Background: an optimization exercise with open tools, aiming at small area, a short achievable clock period and few clock cycles. Do not read the settings as production practice.
Where RTL was checked, it was by simulation tests only, not by an equivalence proof against the original.
Power figures rest on the tool's default switching activity, not on a simulated workload.

Setup of red:
// s88_scanner
module s88_scanner (
    input  wire        clk,
    input  wire        rst,           
    input  wire        cmd_valid,
    input  wire        cmd_enable,
    input  wire [7:0]  cmd_mc,
    output wire        cmd_ready,
    output reg         req_valid,
    output reg         req_start,
    output reg  [5:0]  req_want,
    input  wire        bat_valid,
    input  wire [31:0] bat_value,
    input  wire [5:0]  bat_n,
    output reg         ev_valid,
    output reg  [7:0]  ev_addr,
    output wire [1:0]  ev_state,
    input  wire        ev_ready
);
    reg [31:0] w0, w1, w2, w3;
    reg [1:0]  ph;
    reg [2:0]  hw_w;                
    reg [4:0]  hw_b;
    reg        enabled;
    reg [3:0]  mcm;                 
    reg [1:0]  pq;                  
    reg        vld;                 
    reg        fast;
    reg        f1;                  
    reg        f2;                  
    reg [31:0] v;
    reg [5:0]  nv;                  
    reg [4:0]  sh;                  
    reg [4:0]  k;                   
  ...
Size in the first run: ~1100 cells after synthesis, about 220 flip-flops, ~72 I/O pins.
Settings: LEC_CHECK=0, CAP_MARGIN=20, CORE_MARGIN=2, CORE_UTILIZATION=40, SLEW_MARGIN=20; clock period 10.0 ns.
standard.sh (not shown) runs the stock make flow with config.mk's settings and CLKGATE_MAP_FILE= SYNTH_SCRIPT=/design/flow/synth_recipe.tcl, a recipe that flattens the netlist after the stock synthesis.
==> flow/flow/run.sh <==
#!/bin/bash
bash standard.sh SETUP_SLACK_MARGIN=6.5 "BUFFER_PORTS_ARGS=-buffer_cell sky130_fd_sc_hd__buf_1" CTS_CLUSTER_SIZE=20 CTS_CLUSTER_DIAMETER=150 finish > standard.log 2>&1
red went all the way through synthesis, placement and routing and the layout is clean on timing, DRC and antenna.
Relative to red, the following input files were edited for blue:
-- flow/design.v --
<<< red, line 27
    reg        fast;
    reg        f1;                  
    reg        f2;                  
    reg [31:0] v;
    reg [5:0]  nv;                  
>>> blue, line 27
    reg        fast;
    reg        f1;                  
    reg [31:0] v;
    reg [5:0]  nv;                  
<<< red, line 102
    end
    wire dn_le1 = !t_mul[5][0];
    wire [3:0] qa = t_any[3][3:0];
    wire [3:0] qm = t_mul[3][3:0];
    wire q_ge3 = (qa[0] & qa[1] & (qa[2] | qa[3])) | (qa[2] & qa[3] & (qa[0] | qa[1]));
    wire dn_le2 = (!t_mul[4][0] && !t_mul[4][1]) || (qm == 4'd0 && !q_ge3);
    wire       vld_n  = acc || (vld && !done);
    wire       fast_n = acc ? fast_w : fast;
    wire       f1_n   = acc ? (vld && fast_w && dn_le1) : (f1 || (f_act && (!multi || (f2 && f_emit))));
    wire       slot0  = !ev_valid || ev_ready;
    wire       evv_n  = slot0 ? (e1_v || emit) : 1'b1;
>>> blue, line 101
    end
    wire dn_le1 = !t_mul[5][0];
    wire       vld_n  = acc || (vld && !done);
    wire       fast_n = acc ? fast_w : fast;
    wire       f1_n   = acc ? (vld && fast_w && dn_le1) : (f1 || (f_act && !multi));
    wire       slot0  = !ev_valid || ev_ready;
    wire       evv_n  = slot0 ? (e1_v || emit) : 1'b1;
<<< red, line 135
        fast <= fast_n;
        f1   <= f1_n;
        if (acc)
            f2 <= vld && fast_w && dn_le2;
        ph   <= ph_n;
        pq   <= pq_n;
>>> blue, line 130
        fast <= fast_n;
        f1   <= f1_n;
        ph   <= ph_n;
        pq   <= pq_n;
Results
Comparing red and blue, worst path arrival time is higher on blue. The wire length of the first global-routing pass number comes out lower for blue vs red. blue ended up with or4b_4 as its cell with the biggest individual delay on the critical path; red ended up with nor4_2. blue vs. red: number of antenna violations at the first check in global routing went down by 1, final critical delay including setup and external delays went up by 180 ps, via count went down by about 6%, non-clock buffer count went up by 17%. blue has number of fill cells below what red had. blue vs. red: cell depth of the worst flop-to-flop path went up by 2. From red to blue the numbers moved as follows: average routed wire per standard cell fell 11%; part of the total power dissipated in the clock network fell 0.4 points. From red to blue the numbers moved as follows: detailed-routing iteration count for the pre-antenna-repair pass stayed essentially flat; routed wire length now sits lower.
Function was not checked in any run of this note: the RTL went through the layout flow alone.

========
The RTL this note starts from:
==> flow/design.v <==
module s88_scanner (
    input  wire        clk,
    input  wire        rst,           
    input  wire        cmd_valid,
    input  wire        cmd_enable,
    input  wire [7:0]  cmd_mc,
    output wire        cmd_ready,
    output reg         req_valid,
    output reg         req_start,
    output reg  [5:0]  req_want,
    input  wire        bat_valid,
    input  wire [31:0] bat_value,
    input  wire [5:0]  bat_n,
    output reg         ev_valid,
    output reg  [7:0]  ev_addr,
    output wire [1:0]  ev_state,
    input  wire        ev_ready
);
    reg [31:0] w0, w1, w2, w3;
    reg [1:0]  ph;
    reg [2:0]  hw_w;                
    reg [4:0]  hw_b;
    reg        enabled;
    reg [3:0]  mcm;                 
    reg [1:0]  pq;                  
    reg        vld;                 
    reg        fast;
    reg        f1;                  
    reg        f2;                  
    reg [31:0] v;
    reg [5:0]  nv;                  
    reg [4:0]  sh;                  
    reg [4:0]  k;                   
    reg        kfin;                
    reg        ev_st;               
    reg        e1_v;                
    reg [7:0]  e1_addr;
    reg        e1_st;
    integer j;
    assign ev_state  = {ev_st, ~ev_st};
    assign cmd_ready = !vld;
    wire [1:0] lastw = mcm[3:2];
    wire       want_full = (pq != lastw) || (mcm[1:0] == 2'd3);
    wire [5:0] want = req_want;
    wire can = !e1_v;               
    wire [31:0] m = v ^ w0;
    reg  [31:0] pre;                
    always @* begin
        pre[0] = 1'b0;
        for (j = 1; j < 32; j = j + 1)
            pre[j] = pre[j-1] | m[j-1];
    end
    wire [31:0] lo    = m & ~pre;
    wire        any   = |m;
    wire        multi = |(m & pre);
    reg  [5:0]  idx1;               
    always @* begin
        idx1 = 6'd0;
        for (j = 0; j < 32; j = j + 1)
            if (lo[j]) idx1 = idx1 | (j + 1);
    end
    wire        f_act  = vld && fast;
    wire        f_emit = f_act && any && can;
    wire        f_done = f_act && f1 && can;
    wire        s_act  = vld && !fast && (sh == 5'd0) && !kfin;
    wire        s_in   = ({1'b0, k} < nv) && ((ph != lastw) || (k[4:3] <= mcm[1:0]));
    wire        s_unk  = (hw_w == {1'b0, ph}) && (k == hw_b);
    wire        s_chg  = s_in && (s_unk || (v[0] ^ w0[0]));
    wire        s_step = s_act && (!s_chg || can);
    wire        s_emit = s_act && s_chg && can;
    wire        s_nb   = s_in ? v[0] : w0[0];
    wire        s_done = vld && !fast && kfin;
    wire done = f_done || s_done;
    wire emit = f_emit || s_emit;
    wire [5:0] eoff  = fast ? idx1 : ({1'b0, k} + 6'd1);
    wire [7:0] eaddr = {{1'b0, ph} + {2'b00, eoff[5]}, eoff[4:0]};
    wire       est   = fast ? |(lo & v) : v[0];
    wire acc = req_valid && bat_valid;
    wire rot = done || (!vld && (ph != pq));
    wire       part_w = !bat_n[5];                  
    wire       ce_w   = part_w || (pq == lastw);
    wire       fast_w = !part_w && want_full && (hw_w > {1'b0, pq});
    wire [31:0] dn = bat_value ^ w1;
    reg  [31:0] t_any [0:5];
    reg  [31:0] t_mul [0:5];
    integer l;
    always @* begin
        for (j = 0; j < 32; j = j + 1) begin
            t_any[0][j] = dn[j];
            t_mul[0][j] = 1'b0;
        end
        for (l = 1; l < 6; l = l + 1)
            for (j = 0; j < 32; j = j + 1)
                if (j < (32 >> l)) begin
                    t_any[l][j] = t_any[l-1][2*j] | t_any[l-1][2*j+1];
                    t_mul[l][j] = t_mul[l-1][2*j] | t_mul[l-1][2*j+1]
                                | (t_any[l-1][2*j] & t_any[l-1][2*j+1]);
                end else begin
                    t_any[l][j] = 1'b0;
                    t_mul[l][j] = 1'b0;
                end
    end
    wire dn_le1 = !t_mul[5][0];
    wire [3:0] qa = t_any[3][3:0];
    wire [3:0] qm = t_mul[3][3:0];
    wire q_ge3 = (qa[0] & qa[1] & (qa[2] | qa[3])) | (qa[2] & qa[3] & (qa[0] | qa[1]));
    wire dn_le2 = (!t_mul[4][0] && !t_mul[4][1]) || (qm == 4'd0 && !q_ge3);
    wire       vld_n  = acc || (vld && !done);
    wire       fast_n = acc ? fast_w : fast;
    wire       f1_n   = acc ? (vld && fast_w && dn_le1) : (f1 || (f_act && (!multi || (f2 && f_emit))));
    wire       slot0  = !ev_valid || ev_ready;
    wire       evv_n  = slot0 ? (e1_v || emit) : 1'b1;
    wire       e1v_n  = slot0 ? 1'b0 : (e1_v || emit);
    wire       cmd_t  = cmd_valid && !vld;
    wire       en_cmd = cmd_t && cmd_enable && !enabled && cmd_mc >= 8'd1 && cmd_mc <= 8'd16;
    wire       en_n   = en_cmd || (enabled && !(cmd_t && !cmd_enable));
    wire [1:0] ph_n   = en_cmd ? 2'd0 : (rot ? ph + 2'd1 : ph);
    wire [1:0] pq_n   = en_cmd ? 2'd0 : (acc ? (ce_w ? 2'd0 : pq + 2'd1) : pq);
    wire [3:0] mcm_n  = en_cmd ? cmd_mc[3:0] - 4'd1 : mcm;
    wire       rv_n   = en_n && (vld_n ? (fast_n && f1_n && !e1v_n && (ph_n + 2'd1 == pq_n))
                                       : (ph_n == pq_n));
    wire [31:0] hn = w0 ^ (lo & {32{f_emit}});
    always @(posedge clk) begin
        if (rot) begin
            w0 <= w1; w1 <= w2; w2 <= w3; w3 <= hn;
        end else if (s_step) begin
            w0 <= {s_nb, w0[31:1]};
        end else begin
            w0 <= hn;
        end
    end
    always @(posedge clk) begin
        fast <= fast_n;
        f1   <= f1_n;
        if (acc)
            f2 <= vld && fast_w && dn_le2;
        ph   <= ph_n;
        pq   <= pq_n;
        if (acc) begin
            v    <= bat_value;
            nv   <= bat_n[5] ? 6'd32 : bat_n;
            sh   <= (part_w && bat_n[4:0] != 5'd0) ? (5'd0 - bat_n[4:0]) : 5'd0;
            k    <= 5'd0;
            kfin <= 1'b0;
        end else if (vld && !fast && sh != 5'd0) begin
            v  <= {v[0], v[31:1]};
            sh <= sh - 5'd1;
        end else if (s_step) begin
            v  <= {v[0], v[31:1]};
            k  <= k + 5'd1;
            if (k == 5'd31)
                kfin <= 1'b1;
        end
        if (slot0) begin
            if (e1_v) begin
                ev_addr <= e1_addr;
                ev_st   <= e1_st;
            end else if (emit) begin
                ev_addr <= eaddr;
                ev_st   <= est;
            end
        end
        if (emit && !slot0) begin
            e1_addr <= eaddr;
            e1_st   <= est;
        end
        if (s_step && s_in && s_unk)
            {hw_w, hw_b} <= {hw_w, hw_b} + 8'd1;
        mcm       <= mcm_n;
        req_start <= (pq_n == 2'd0);
        req_want  <= (pq_n != mcm_n[3:2]) ? 6'd32 : {3'd1 + {1'b0, mcm_n[1:0]}, 3'b000};
        if (en_cmd) begin
            hw_w <= 3'd0;
            hw_b <= 5'd0;
        end
    end
    always @(posedge clk) begin
        if (rst) begin
            enabled   <= 1'b0;
            vld       <= 1'b0;
            ev_valid  <= 1'b0;
            e1_v      <= 1'b0;
            req_valid <= 1'b0;
        end else begin
            enabled   <= en_n;
            vld       <= vld_n;
            ev_valid  <= evv_n;
            e1_v      <= e1v_n;
            req_valid <= rv_n;
        end
    end
endmodule
export LEC_CHECK = 0
export CAP_MARGIN = 20
export CORE_MARGIN = 2
export CORE_UTILIZATION = 40
export SLEW_MARGIN = 20
create_clock -name core_clock -period 10.0 [get_ports {clk}]
Scripts as last shown in full above: flow/flow/run.sh
==> next run, changes <==
--- a/flow/design.v
+++ b/flow/design.v
@@ -26,7 +26,6 @@
     reg        vld;                 
     reg        fast;
     reg        f1;                  
-    reg        f2;                  
     reg [31:0] v;
     reg [5:0]  nv;                  
     reg [4:0]  sh;                  
@@ -101,13 +100,9 @@
                 end
     end
     wire dn_le1 = !t_mul[5][0];
-    wire [3:0] qa = t_any[3][3:0];
-    wire [3:0] qm = t_mul[3][3:0];
-    wire q_ge3 = (qa[0] & qa[1] & (qa[2] | qa[3])) | (qa[2] & qa[3] & (qa[0] | qa[1]));
-    wire dn_le2 = (!t_mul[4][0] && !t_mul[4][1]) || (qm == 4'd0 && !q_ge3);
     wire       vld_n  = acc || (vld && !done);
     wire       fast_n = acc ? fast_w : fast;
-    wire       f1_n   = acc ? (vld && fast_w && dn_le1) : (f1 || (f_act && (!multi || (f2 && f_emit))));
+    wire       f1_n   = acc ? (vld && fast_w && dn_le1) : (f1 || (f_act && !multi));
     wire       slot0  = !ev_valid || ev_ready;
     wire       evv_n  = slot0 ? (e1_v || emit) : 1'b1;
     wire       e1v_n  = slot0 ? 1'b0 : (e1_v || emit);
@@ -132,8 +127,6 @@
     always @(posedge clk) begin
         fast <= fast_n;
         f1   <= f1_n;
-        if (acc)
-            f2 <= vld && fast_w && dn_le2;
         ph   <= ph_n;
         pq   <= pq_n;
         if (acc) begin
Non-clock buffer count increases by 11.
Design area decreases by 1.0%.
Global-route usage decreases by 1.6 points.
Sequential power stays flat.
Total power hardly moves.
Testbench counts after the change, summed over its fixed seeds: cycles 11,461.
The RTL of the first run of this note was laid out without a check of its function.

========
== 10-26 ==
Starts from the design.v that is shown in full above.
Settings: LEC_CHECK=0, CAP_MARGIN=20, CORE_MARGIN=2, CORE_UTILIZATION=40, SLEW_MARGIN=20; clock period 10.0 ns.
==> flow/flow/run.sh <==
#!/bin/bash
bash standard.sh SETUP_SLACK_MARGIN=6.6 "BUFFER_PORTS_ARGS=-buffer_cell sky130_fd_sc_hd__buf_1" CTS_CLUSTER_SIZE=20 CTS_CLUSTER_DIAMETER=150 finish > standard.log 2>&1
What 10-05 does differently from 10-26 at the input level:
--- a/flow/design.v
+++ b/flow/design.v
@@ -26,7 +26,6 @@
     reg        vld;                 
     reg        fast;
     reg        f1;                  
-    reg        f2;                  
     reg [31:0] v;
     reg [5:0]  nv;                  
     reg [4:0]  sh;                  
@@ -101,13 +100,9 @@
                 end
     end
     wire dn_le1 = !t_mul[5][0];
-    wire [3:0] qa = t_any[3][3:0];
-    wire [3:0] qm = t_mul[3][3:0];
-    wire q_ge3 = (qa[0] & qa[1] & (qa[2] | qa[3])) | (qa[2] & qa[3] & (qa[0] | qa[1]));
-    wire dn_le2 = (!t_mul[4][0] && !t_mul[4][1]) || (qm == 4'd0 && !q_ge3);
     wire       vld_n  = acc || (vld && !done);
     wire       fast_n = acc ? fast_w : fast;
-    wire       f1_n   = acc ? (vld && fast_w && dn_le1) : (f1 || (f_act && (!multi || (f2 && f_emit))));
+    wire       f1_n   = acc ? (vld && fast_w && dn_le1) : (f1 || (f_act && !multi));
     wire       slot0  = !ev_valid || ev_ready;
     wire       evv_n  = slot0 ? (e1_v || emit) : 1'b1;
     wire       e1v_n  = slot0 ? 1'b0 : (e1_v || emit);
@@ -117,7 +112,9 @@
     wire [1:0] ph_n   = en_cmd ? 2'd0 : (rot ? ph + 2'd1 : ph);
     wire [1:0] pq_n   = en_cmd ? 2'd0 : (acc ? (ce_w ? 2'd0 : pq + 2'd1) : pq);
     wire [3:0] mcm_n  = en_cmd ? cmd_mc[3:0] - 4'd1 : mcm;
-    wire       rv_n   = en_n && (vld_n ? (fast_n && f1_n && !e1v_n && (ph_n + 2'd1 == pq_n))
+    wire       kfin_n = !acc && (kfin || (s_step && k == 5'd31));
+    wire       rv_n   = en_n && (vld_n ? (((fast_n && f1_n && !e1v_n) || (!fast_n && kfin_n))
+                                          && (ph_n + 2'd1 == pq_n))
                                        : (ph_n == pq_n));
     wire [31:0] hn = w0 ^ (lo & {32{f_emit}});
     always @(posedge clk) begin
@@ -132,24 +129,20 @@
     always @(posedge clk) begin
         fast <= fast_n;
         f1   <= f1_n;
-        if (acc)
-            f2 <= vld && fast_w && dn_le2;
         ph   <= ph_n;
         pq   <= pq_n;
+        kfin <= kfin_n;
         if (acc) begin
             v    <= bat_value;
             nv   <= bat_n[5] ? 6'd32 : bat_n;
             sh   <= (part_w && bat_n[4:0] != 5'd0) ? (5'd0 - bat_n[4:0]) : 5'd0;
             k    <= 5'd0;
-            kfin <= 1'b0;
         end else if (vld && !fast && sh != 5'd0) begin
             v  <= {v[0], v[31:1]};
             sh <= sh - 5'd1;
         end else if (s_step) begin
             v  <= {v[0], v[31:1]};
             k  <= k + 5'd1;
-            if (k == 5'd31)
-                kfin <= 1'b1;
         end
         if (slot0) begin
             if (e1_v) begin
Findings:
Diff 10-26 -> 10-05 | post-layout instance area | up slightly. 10-05 against 10-26: synthesized area went down by 41 µm², fraction of standard cell area in multi-input logic moved down. Post-route minimum period for 10-05: 0.015 ns down relative to 10-26. Going from 10-26 to 10-05, global-route wire length before repair shrank by a little under 10%. Against 10-26, 10-05 comes in 0.015 ns higher on worst setup slack. Number of vias per cell of 10-05 falls short of that of 10-26 by a few percent. Of 10-26 and 10-05, the run reporting the lower compound-cell area share of the yosys netlist was 10-05. 10-05 has sum of routed wire length over all layers below what 10-26 had. 10-26 → 10-05: synthesis-to-finish area growth rose by 2.6 points; post-synthesis cell type count fell by 6. Cell at the slowest stage of the critical path = sky130_fd_sc_hd__or4b_1: 10-05; cell at the slowest stage of the critical path = sky130_fd_sc_hd__or4_4: 10-26.
Function was not checked in any run of this note: the RTL went through the layout flow alone.

separate check: timing with driven ports:
No port has a modelled driver above. Below, the same layouts with a new extraction and two added sets of constraints. Step 1 (the two cells are an assumption about what drives the block):
set clk [get_ports {clk}]
set_driving_cell -lib_cell sky130_fd_sc_hd__clkbuf_16 $clk
set_driving_cell -lib_cell sky130_fd_sc_hd__buf_2 [delete_from_list [all_inputs] $clk]
Step 2 times the ports against the registers' clock, not the clock port: input delays grow and output delays shrink by t, the midpoint of the rising clock arrivals with the driver on. a / b / c = ideal ports / drivers / drivers and shift; a / b = the first two.
run | t (ns) | slack for setup (ns) | hold WS [ns] | worst setup path after step 2 | cell pins on the clock port's net
red | 0.544 | 6.515 / 6.518 / 5.996 | 0.402 / 0.402 / 0.402 | input to register | 1
blue | 0.528 | 6.336 / 6.363 / 5.835 | 0.413 / 0.413 / 0.413 | input to register | 1
the first run of note 2 | 0.528 | 6.442 / 6.469 / 5.940 | 0.421 / 0.421 / 0.421 | input to register | 1
the second run of note 2 | 0.524 | 6.549 / 6.500 / 6.081 | 0.423 / 0.423 / 0.423 | input to register | 1
10-26 | 0.548 | 6.387 / 6.404 / 5.856 | 0.415 / 0.415 / 0.415 | input to register | 1
10-05 | 0.532 | 6.401 / 6.430 / 5.898 | 0.418 / 0.418 / 0.418 | input to register | 1
After both steps setup and hold are still met in every run listed. For 10-26, which loses most, drivers alone change the setup slack by +0.017 ns; drivers and shift together by -0.531 ns.
